What follows belongs to an exercise in optimizing a design on an open flow for small area; a production flow would make more cautious choices.
At most, simulation tests tie the RTL to the original design; equivalence was not proved.
Power and IR drop assume default switching activity.

## main
==> flow/design.v (excerpt) <==
module crc_frame_engine (
    input  wire        clk,
    input  wire        rst,         
    input  wire        req_valid,
    output wire        req_ready,
    input  wire        req_write,
    input  wire [6:0]  req_addr,    
    input  wire [1:0]  req_size,    
    input  wire [31:0] req_wdata,
    output wire        rsp_valid,
    output wire        rsp_err,     
    output wire [31:0] rsp_rdata
);
clock: 6.0 ns
lec_check: 0
cap_margin: 20
core_margin: 2
core_utilization: 70
gpl_timing_driven: 0
slew_margin: 20
standard.sh (not shown) runs the stock make flow with config.mk's settings and CLKGATE_MAP_FILE= SYNTH_SCRIPT=/design/flow/synth_recipe.tcl, a recipe that flattens the netlist after the stock synthesis.
==> flow/flow/run.sh <==
#!/bin/bash
# Own layout flow: the standard flow (standard.sh) with a few ORFS
# variables set for a smaller layout:
#  - synthesis maps the logic with an area-oriented ABC script and leaves
#    adders to ABC (ADDER_MAP_FILE empty)
#    (flow/abc_area.script in place of ORFS's abc_speed.script; every other
#    ORFS script is an unchanged copy, so registers are as in the standard
#    synthesis)
#  - the netlist's synthesis buffers are removed at floorplan
#  - port buffers are buf_1 instead of the default delay-buffer cell
#  - clock tree synthesis uses clkbuf_8 and inserts no dummy loads
# The make output goes to standard.log; each tool's own log is kept by ORFS
# under orfs/logs/.
set -euo pipefail
here=$(pwd)
rm -rf "$here/scripts_area"
cp -r "$FLOW_HOME/scripts" "$here/scripts_area"
cp "$here/flow/abc_area.script" "$here/scripts_area/abc_speed.script"
export SCRIPTS_DIR="$here/scripts_area"
export REMOVE_ABC_BUFFERS=1
export ADDER_MAP_FILE=
export BUFFER_PORTS_ARGS="-buffer_cell sky130_fd_sc_hd__buf_1"
export CTS_ARGS="-sink_clustering_enable -repair_clock_nets -dont_use_dummy_load -buf_list sky130_fd_sc_hd__clkbuf_8 -sink_clustering_size 20 -sink_clustering_max_diameter 50"
bash standard.sh > standard.log 2>&1
==> flow/flow/abc_area.script <==
strash
dc2
dch -f
amap -F 4 -A 8
strash
dc2
dch -f
amap -F 4 -A 8
topo
stime -c
dnsize -c
[inputs] the feature branch vs main
- CORE_UTILIZATION changed from 70 to 60
==> summary.txt <==
- The more densely filled core belongs to main, not the feature branch.
- [compare] base=main new=the feature branch: number of nets in the finished design now sits at about the same level, via count of the first global-routing pass now sits lower.
- The feature branch vs. main: number of fillers in the final layout climbed 296, overall track demand over capacity in global routing dropped 6.9 points, synthesis-to-layout area growth climbed 0.71 points.
- Between the feature branch and main, the clock-cell share of area does not differ in any meaningful way.

========
Another version of the RTL of crc_frame_engine (not shown whole).
Size: roughly 820 cells after synthesis.
clock: 6.0 ns
lec_check: 0
cap_margin: 20
core_margin: 2
core_utilization: 40
cts_buf_list: sky130_fd_sc_hd__clkbuf_4
cts_cluster_size: 30
gpl_timing_driven: 0
slew_margin: 20
==> flow/flow/run.sh <==
#!/bin/bash
# Own layout flow: the standard flow (standard.sh, with the standard
# synthesis unchanged), with a few ORFS variables set for a smaller layout:
#  - port buffers are buf_1 instead of the default delay-buffer cell
#  - the netlist's synthesis buffers are removed at floorplan
#  - clock tree synthesis uses clkbuf_4 and inserts no dummy loads
# The make output goes to standard.log; each tool's own log is kept by ORFS
# under orfs/logs/.
set -euo pipefail
export REMOVE_ABC_BUFFERS=1
export BUFFER_PORTS_ARGS="-buffer_cell sky130_fd_sc_hd__buf_1"
export CTS_ARGS="-sink_clustering_enable -repair_clock_nets -dont_use_dummy_load -buf_list sky130_fd_sc_hd__clkbuf_4 -sink_clustering_size 30"
bash standard.sh > standard.log 2>&1
The starting point ran to the end with no violations.
Then changed:
==> flow/flow/run.sh (replaced) <==
#!/bin/bash
# Own layout flow: the standard flow (standard.sh) with a few ORFS
# variables set for a smaller layout:
#  - synthesis maps the logic with an area-oriented ABC script and leaves
#    adders to ABC (ADDER_MAP_FILE empty)
#    (flow/abc_area.script in place of ORFS's abc_speed.script; every other
#    ORFS script is an unchanged copy, so registers are as in the standard
#    synthesis)
#  - the netlist's synthesis buffers are removed at floorplan
#  - port buffers are buf_1 instead of the default delay-buffer cell
#  - clock tree synthesis uses clkbuf_16 and inserts no dummy loads
# The make output goes to standard.log; each tool's own log is kept by ORFS
# under orfs/logs/.
set -euo pipefail
here=$(pwd)
rm -rf "$here/scripts_area"
cp -r "$FLOW_HOME/scripts" "$here/scripts_area"
cp "$here/flow/abc_area.script" "$here/scripts_area/abc_speed.script"
export SCRIPTS_DIR="$here/scripts_area"
export REMOVE_ABC_BUFFERS=1
export ADDER_MAP_FILE=
export BUFFER_PORTS_ARGS="-buffer_cell sky130_fd_sc_hd__buf_1"
export CTS_ARGS="-sink_clustering_enable -repair_clock_nets -dont_use_dummy_load -buf_list sky130_fd_sc_hd__clkbuf_16 -sink_clustering_size 30 -sink_clustering_max_diameter 60"
bash standard.sh > standard.log 2>&1
==> flow/flow/abc_area.script (new file) <==
strash
dc2
dch -f
amap -F 4 -A 8
topo
stime -c
dnsize -c
Power falls by 1.3%.
Count of clock-buffer cells in the layout falls by 42.
Final cell count falls by about 7%.
Maximum frequency rises by about 0.5%.
Setup slack improves by 0.031 ns.
Then changed:
==> flow/flow/run.sh (replaced) <==
#!/bin/bash
# Own layout flow: the standard flow (standard.sh, with the standard
# synthesis unchanged), with a few ORFS variables set for a smaller layout:
#  - port buffers are buf_1 instead of the default delay-buffer cell
#  - the netlist's synthesis buffers are removed at floorplan
#  - clock tree synthesis uses clkbuf_8 and inserts no dummy loads
# The make output goes to standard.log; each tool's own log is kept by ORFS
# under orfs/logs/.
set -euo pipefail
export REMOVE_ABC_BUFFERS=1
export BUFFER_PORTS_ARGS="-buffer_cell sky130_fd_sc_hd__buf_1"
export CTS_ARGS="-sink_clustering_enable -repair_clock_nets -dont_use_dummy_load -buf_list sky130_fd_sc_hd__clkbuf_8 -sink_clustering_size 20 -sink_clustering_max_diameter 50"
bash standard.sh > standard.log 2>&1
removed: flow/flow/abc_area.script
Combinational power climbs by about 23%.
Total power drops by about 5%.
Routed wire length climbs by about 9%.
Non-clock buffer count climbs by 1.
Count of clock-buffer cells in the layout climbs by 5.

========
north:
The RTL this note starts from:
==> flow/design.v <==
module crc_frame_engine (
    input  wire        clk,
    input  wire        rst,         
    input  wire        req_valid,
    output wire        req_ready,
    input  wire        req_write,
    input  wire [6:0]  req_addr,    
    input  wire [1:0]  req_size,    
    input  wire [31:0] req_wdata,
    output wire        rsp_valid,
    output wire        rsp_err,     
    output wire [31:0] rsp_rdata
);
    reg [199:0] r;             
    reg [7:0]   t;             
    reg [15:0]  crc;
    reg [15:0]  calc_crc;      
    reg [3:0]   count;
    reg [2:0]   pres;
    reg         cmd_err;
    reg         ovf;
    reg         smp_vld;       
    reg         fcrc_vld;      
    reg         busy;          
    wire [2:0] tk  = t[2:0];               
    wire [4:0] tb  = t[7:3];               
    wire       eob = (tk == 3'd7);
    wire       wrap = eob && (tb == 5'd24);
    wire [4:0] ntb = wrap ? 5'd0 : tb + 5'd1;    
    wire [31:0] w       = req_wdata;
    wire [3:0]  cmd_op  = w[3:0];
    wire [7:0]  cmd_a   = w[15:8];
    wire [7:0]  cmd_len = w[23:16];
    wire        cmd_src = w[4];
    wire [4:0]  word    = req_addr[6:2];
    wire bus_ok = (req_size == 2'd2) && (req_addr[1:0] == 2'b00);
    wire wr_ok  = req_valid && bus_ok && req_write;
    wire rd_ok  = req_valid && bus_ok && !req_write;
    wire is_cmd = wr_ok && (word == 5'h00);
    reg cmd_legal;
    always @(*) begin
        case (cmd_op)
            4'h0, 4'h1, 4'h4, 4'h6:
                cmd_legal = (w[31:4] == 28'd0);
            4'h2, 4'h5:
                cmd_legal = (w[31:16] == 16'd0) && (w[7:4] == 4'd0);
            4'h3:
                cmd_legal = (w[31:24] == 8'd0) && (w[7:5] == 3'd0);
            default:
                cmd_legal = 1'b0;
        endcase
    end
    wire cmd_ok   = is_cmd && cmd_legal;
    wire op_init  = cmd_ok && (cmd_op == 4'h1);
    wire op_byte  = cmd_ok && (cmd_op == 4'h2);
    wire op_range = cmd_ok && (cmd_op == 4'h3);
    wire op_clear = cmd_ok && (cmd_op == 4'h4);
    wire op_push  = cmd_ok && (cmd_op == 4'h5);
    wire op_parse = cmd_ok && (cmd_op == 4'h6);
    wire [4:0] range_end   = cmd_a[3:0] + cmd_len[3:0];
    wire [4:0] range_limit = cmd_src ? 5'd10 : {1'b0, count};
    wire       range_ok    = (cmd_a[7:4] == 4'd0) && (cmd_len[7:4] == 4'd0) &&
                             (range_end <= range_limit);
    wire full       = (count == 4'd15);
    wire range_walk = op_range && range_ok && (cmd_len != 8'd0);
    wire parse_walk = op_parse && full;
    wire long_op    = op_byte || range_walk || parse_walk;
    wire push_wait  = op_push && !full;
    reg       ring_word;
    reg [4:0] rtb;
    always @(*) begin
        ring_word = 1'b1;
        case (word)
            5'h04:   rtb = 5'd0;
            5'h05:   rtb = 5'd4;
            5'h06:   rtb = 5'd8;
            5'h07:   rtb = 5'd12;
            5'h08:   rtb = 5'd15;
            5'h09:   rtb = 5'd17;
            5'h0A:   rtb = 5'd20;
            5'h0B:   rtb = 5'd21;
            5'h0C:   rtb = 5'd21;
            default: begin rtb = 5'd0; ring_word = 1'b0; end
        endcase
    end
    wire ring_rd = rd_ok && ring_word;
    wire [4:0] idle_tgt = ring_rd ? rtb : {1'b0, count} + 5'd2;
    wire       idle_hit = eob && (ntb == idle_tgt);
    wire [4:0] wk_tgt = op_parse ? 5'd0 : (busy ? range_end : {1'b0, cmd_a[3:0]});
    wire       wk_hit = eob && (op_byte || (ntb == wk_tgt));
    wire       init   = !busy && long_op && wk_hit;
    wire       finish = busy && wk_hit;
    assign req_ready = busy ? wk_hit :
                       long_op ? 1'b0 :
                       (ring_rd || push_wait) ? idle_hit : 1'b1;
    wire accept = req_valid && req_ready;
    wire [31:0] win;
    genvar g, h;
    generate
        for (g = 0; g < 4; g = g + 1) begin : g_lane
            for (h = 0; h < 8; h = h + 1) begin : g_bit
                assign win[8*g + h] = r[1 + 8*g + 7 - h];
            end
        end
    endgenerate
    reg [3:0]  lane_en;
    reg [31:0] rd_fix;
    always @(*) begin
        lane_en = 4'b0000;
        rd_fix   = 32'd0;
        case (word)
            5'h01: rd_fix = {26'd0, ovf, cmd_err, 1'b0, pres};
            5'h02: rd_fix = {16'd0, crc};
            5'h03: rd_fix = {28'd0, count};
            5'h04: lane_en = {count > 4'd3,  count > 4'd2,  count > 4'd1,  count > 4'd0};
            5'h05: lane_en = {count > 4'd7,  count > 4'd6,  count > 4'd5,  count > 4'd4};
            5'h06: lane_en = {count > 4'd11, count > 4'd10, count > 4'd9,  count > 4'd8};
            5'h07: lane_en = {1'b0,          count > 4'd14, count > 4'd13, count > 4'd12};
            5'h08: lane_en = {2'b00, {2{smp_vld}}};
            5'h09: lane_en = {1'b0, {3{smp_vld}}};
            5'h0A: lane_en = {3'b000, smp_vld};
            5'h0B: lane_en = {2'b00, {2{smp_vld}}};
            5'h0C: begin
                lane_en = {{2{fcrc_vld}}, 2'b00};
                rd_fix   = {16'd0, calc_crc & {16{fcrc_vld}}};
            end
            5'h10: rd_fix = 32'h0000240A;
            5'h12: rd_fix = 32'h0000720F;
            default: ;
        endcase
    end
    assign rsp_valid = accept;
    assign rsp_err   = !bus_ok;
    assign rsp_rdata = (win & {{8{lane_en[3]}}, {8{lane_en[2]}}, {8{lane_en[1]}}, {8{lane_en[0]}}})
                     | rd_fix;
    reg [7:0] rom_byte;
    always @(*) begin
        case (tb)
            5'd0:    rom_byte = 8'h0A;
            5'd1:    rom_byte = 8'h24;
            5'd8:    rom_byte = 8'h0F;
            5'd9:    rom_byte = 8'h72;
            default: rom_byte = 8'h00;
        endcase
    end
    wire walk_bit = op_byte ? cmd_a[~tk] : (cmd_src ? rom_byte[~tk] : r[0]);
    wire p_good  = !pres[1];
    wire p_ok    = !pres[1] && !pres[2];
    wire p_start = (tb == 5'd0);
    wire p_walk  = (tb >= 5'd2) && (tb <= 5'd12);
    wire p_cmp   = (tb == 5'd13) || (tb == 5'd14);
    wire p_smp   = (tb >= 5'd15) && (tb <= 5'd22);
    wire p_recv  = (tb >= 5'd23);
    wire parsing = busy && op_parse;
    wire calc_init = parsing && (tb == 5'd1) && eob && p_good;
    wire calc_run  = parsing && p_good && (p_walk || p_cmp);
    wire start_bad = p_start && (r[0] != ((tk == 3'd4) || (tk == 3'd6)));
    wire mismatch  = p_cmp && (calc_crc[15] != r[0]);
    wire copy_en   = parsing && ((p_smp && p_ok) || (p_recv && p_good));
    wire        crc_fb   = crc[15] ^ walk_bit;
    wire [15:0] crc_next = {crc[14:0], crc_fb} ^ ({16{crc_fb}} & 16'h1020);
    wire        calc_fb   = calc_crc[15] ^ (r[0] & !p_cmp);
    wire        calc_tap  = calc_fb & !p_cmp;
    wire [15:0] calc_next = {calc_crc[14:0], calc_fb} ^ ({16{calc_tap}} & 16'h1020);
    reg copy_bit;
    always @(*) begin
        case (tb)
            5'd19, 5'd20:                      copy_bit = r[120];
            5'd16, 5'd18, 5'd22, 5'd24:        copy_bit = r[112];
            default:                           copy_bit = r[128];
        endcase
    end
    wire push_do = accept && push_wait;
    integer i;
    always @(posedge clk) begin
        for (i = 0; i < 199; i = i + 1)
            r[i] <= r[i+1];
        r[199] <= copy_en ? copy_bit : r[0];
        if (push_do)
            for (i = 0; i < 8; i = i + 1)
                r[184 + i] <= cmd_a[7 - i];
        if (calc_init)
            calc_crc <= 16'hFFFF;
        else if (calc_run)
            calc_crc <= calc_next;
    end
    always @(posedge clk) begin
        if (rst) begin
            t        <= 8'd0;
            crc      <= 16'hFFFF;
            count    <= 4'd0;
            pres     <= 3'd0;
            cmd_err  <= 1'b0;
            ovf      <= 1'b0;
            smp_vld  <= 1'b0;
            fcrc_vld <= 1'b0;
            busy     <= 1'b0;
        end else begin
            t <= wrap ? 8'd0 : t + 8'd1;
            if (busy) begin
                if (op_parse) begin
                    if (start_bad) pres <= 3'd3;
                    if (calc_run && mismatch) pres <= 3'd4;
                    if (calc_init) fcrc_vld <= 1'b1;
                    if (finish && p_ok) smp_vld <= 1'b1;
                end else begin
                    crc <= crc_next;
                end
                if (finish) busy <= 1'b0;
            end else if (long_op) begin
                if (init) begin
                    busy <= 1'b1;
                    if (op_range) crc  <= 16'hFFFF;
                    if (op_parse) pres <= 3'd1;
                end
            end else if (accept && wr_ok) begin
                case (word)
                5'h00: begin  
                    if (!cmd_legal) cmd_err <= 1'b1;
                    if (op_init) crc <= 16'hFFFF;
                    if (op_range) begin
                        if (!range_ok) cmd_err <= 1'b1;
                        else crc <= 16'hFFFF;           
                    end
                    if (op_clear) count <= 4'd0;
                    if (op_push) begin
                        if (full) ovf <= 1'b1;
                        else count <= count + 4'd1;
                    end
                    if (op_parse) pres <= 3'd2;         
                end
                5'h01: begin  
                    if (w[4]) cmd_err <= 1'b0;
                    if (w[5]) ovf     <= 1'b0;
                end
                5'h02: crc <= w[15:0];
                default: ;
                endcase
            end
        end
    end
endmodule
Settings: LEC_CHECK=0, CAP_MARGIN=20, CORE_MARGIN=2, CORE_UTILIZATION=40, CTS_BUF_LIST=sky130_fd_sc_hd__clkbuf_4, CTS_CLUSTER_SIZE=30, GPL_TIMING_DRIVEN=0, SLEW_MARGIN=20; clock period 6.0 ns.
run.sh (not shown) runs the stock make flow with config.mk's settings and CLKGATE_MAP_FILE= SYNTH_SCRIPT=/design/flow/synth_recipe.tcl, a recipe that flattens the netlist after the stock synthesis.
Stock flow here: none of the scripts above is used.
No stage failed in north, and the final checks on the layout all came back clean.
diff inputs: north => south
- clearing CTS_CLUSTER_SIZE, which used to be 30
- clearing CTS_BUF_LIST, which used to be sky130_fd_sc_hd__clkbuf_4
--- outcome ---
- south has global-route usage over all layers below what north had.
- Diff north -> south: final period demand of the worst path dropped 0.0097 ns, post-detailed-routing wire length dropped about 1.3%.
No run of this note included a check of the RTL's function; only the layout flow was run.

========
Another version of the RTL of crc_frame_engine (not shown whole).
Size: ~7400 µm² of cells after synthesis.
export LEC_CHECK = 0
export CAP_MARGIN = 20
export CORE_MARGIN = 2
export CORE_UTILIZATION = 60
export GPL_TIMING_DRIVEN = 0
export SLEW_MARGIN = 20
create_clock -name core_clock -period 6.0 [get_ports {clk}]
standard.sh (not shown) runs the stock make flow with config.mk's settings and CLKGATE_MAP_FILE= SYNTH_SCRIPT=/design/flow/synth_recipe.tcl, a recipe that flattens the netlist after the stock synthesis.
==> flow/flow/run.sh <==
#!/bin/bash
# Own layout flow: the standard flow (standard.sh) with a few ORFS
# variables set for a smaller layout:
#  - synthesis maps the logic with an area-oriented ABC script and leaves
#    adders to ABC (ADDER_MAP_FILE empty)
#    (flow/abc_area.script in place of ORFS's abc_speed.script; every other
#    ORFS script is an unchanged copy, so registers are as in the standard
#    synthesis)
#  - the netlist's synthesis buffers are removed at floorplan
#  - port buffers are buf_1 instead of the default delay-buffer cell
#  - clock tree synthesis uses clkbuf_16 and inserts no dummy loads
# The make output goes to standard.log; each tool's own log is kept by ORFS
# under orfs/logs/.
set -euo pipefail
here=$(pwd)
rm -rf "$here/scripts_area"
cp -r "$FLOW_HOME/scripts" "$here/scripts_area"
cp "$here/flow/abc_area.script" "$here/scripts_area/abc_speed.script"
export SCRIPTS_DIR="$here/scripts_area"
export REMOVE_ABC_BUFFERS=1
export ADDER_MAP_FILE=
export BUFFER_PORTS_ARGS="-buffer_cell sky130_fd_sc_hd__buf_1"
export CTS_ARGS="-sink_clustering_enable -repair_clock_nets -dont_use_dummy_load -buf_list sky130_fd_sc_hd__clkbuf_16 -sink_clustering_size 35 -sink_clustering_max_diameter 60"
bash standard.sh > standard.log 2>&1
==> flow/flow/abc_area.script <==
strash
dc2
dch -f
amap -F 4 -A 8
strash
dc2
dch -f
amap -F 4 -A 8
topo
stime -c
dnsize -c
The first run completed without violations.
Next try:
--- a/flow/flow/run.sh
+++ b/flow/flow/run.sh
@@ -9,5 +9,5 @@
 #  - the netlist's synthesis buffers are removed at floorplan
 #  - port buffers are buf_1 instead of the default delay-buffer cell
-#  - clock tree synthesis uses clkbuf_16 and inserts no dummy loads
+#  - clock tree synthesis uses clkbuf_8 and inserts no dummy loads
 # The make output goes to standard.log; each tool's own log is kept by ORFS
 # under orfs/logs/.
@@ -21,4 +21,4 @@
 export ADDER_MAP_FILE=
 export BUFFER_PORTS_ARGS="-buffer_cell sky130_fd_sc_hd__buf_1"
-export CTS_ARGS="-sink_clustering_enable -repair_clock_nets -dont_use_dummy_load -buf_list sky130_fd_sc_hd__clkbuf_16 -sink_clustering_size 35 -sink_clustering_max_diameter 60"
+export CTS_ARGS="-sink_clustering_enable -repair_clock_nets -dont_use_dummy_load -buf_list sky130_fd_sc_hd__clkbuf_8 -sink_clustering_size 20 -sink_clustering_max_diameter 50"
 bash standard.sh > standard.log 2>&1
Settings changed: CORE_UTILIZATION 60 to 66.
Effect: Global-route usage is higher by 1.9 points. Critical path depth stays the same. Worst hold slack improved by 0.023 ns.
Next try:
Settings changed: CORE_UTILIZATION 66 to 60.
Result:
- The changed run passed the timing, design-rule and antenna checks
- wire length barely changes
- hold slack gets better by 0.0065 ns
- clock skew went down by 0.014 ns

[what the ideal ports hide]
In the flow no input, the clock included, has a driving cell. The finished layouts below were timed again as built, in two steps. Step 1: set_driving_cell puts a clkbuf_16 on clk and a buf_2 on each other input, an assumption about the parent block. Step 2 moves the port delays by t, midway between the first and last clock arrival at a register: inputs arrive t later, outputs are due t later. That takes back most of the time a late clock gives input paths. Slacks: no drivers / after step 1 / after step 2; pairs: no drivers / after step 1.
| run | t (ns) | setup WS [ns] | worst setup path at the end | latest minus earliest clock arrival (ns) | pins driven straight from the clock port |
|---|---|---|---|---|---|
| main | 0.532 | 0.181 / 0.197 / -0.334 | input to register | 0.051 / 0.051 | 1 |
| the feature branch | 0.529 | 0.458 / 0.475 / -0.054 | input to register | 0.044 / 0.044 | 1 |
| the first run of note 2 | 0.655 | 0.222 / 0.200 / 0.200 | input to output | 0.057 / 0.057 | 1 |
| the second run of note 2 | 0.504 | 0.253 / 0.234 / 0.025 | input to register | 0.073 / 0.072 | 1 |
| the third run of note 2 | 0.536 | 0.232 / 0.210 / 0.210 | input to output | 0.069 / 0.069 | 1 |
| north | 0.685 | 0.161 / 0.135 / 0.135 | input to output | 0.023 / 0.023 | 1 |
| south | 0.538 | 0.170 / 0.145 / 0.145 | input to output | 0.006 / 0.007 | 1 |
| the first run of note 4 | 0.501 | 0.381 / 0.398 / -0.103 | input to register | 0.079 / 0.079 | 1 |
| the second run of note 4 | 0.507 | 0.388 / 0.400 / -0.107 | input to register | 0.069 / 0.068 | 1 |
| the third run of note 4 | 0.522 | 0.367 / 0.384 / -0.138 | input to register | 0.053 / 0.054 | 1 |
With both steps, setup timing fails in 5 of these runs, where it was met with ideal ports. The setup slack of main, which loses most, moves by +0.016 ns with the drivers and by -0.515 ns with both steps.
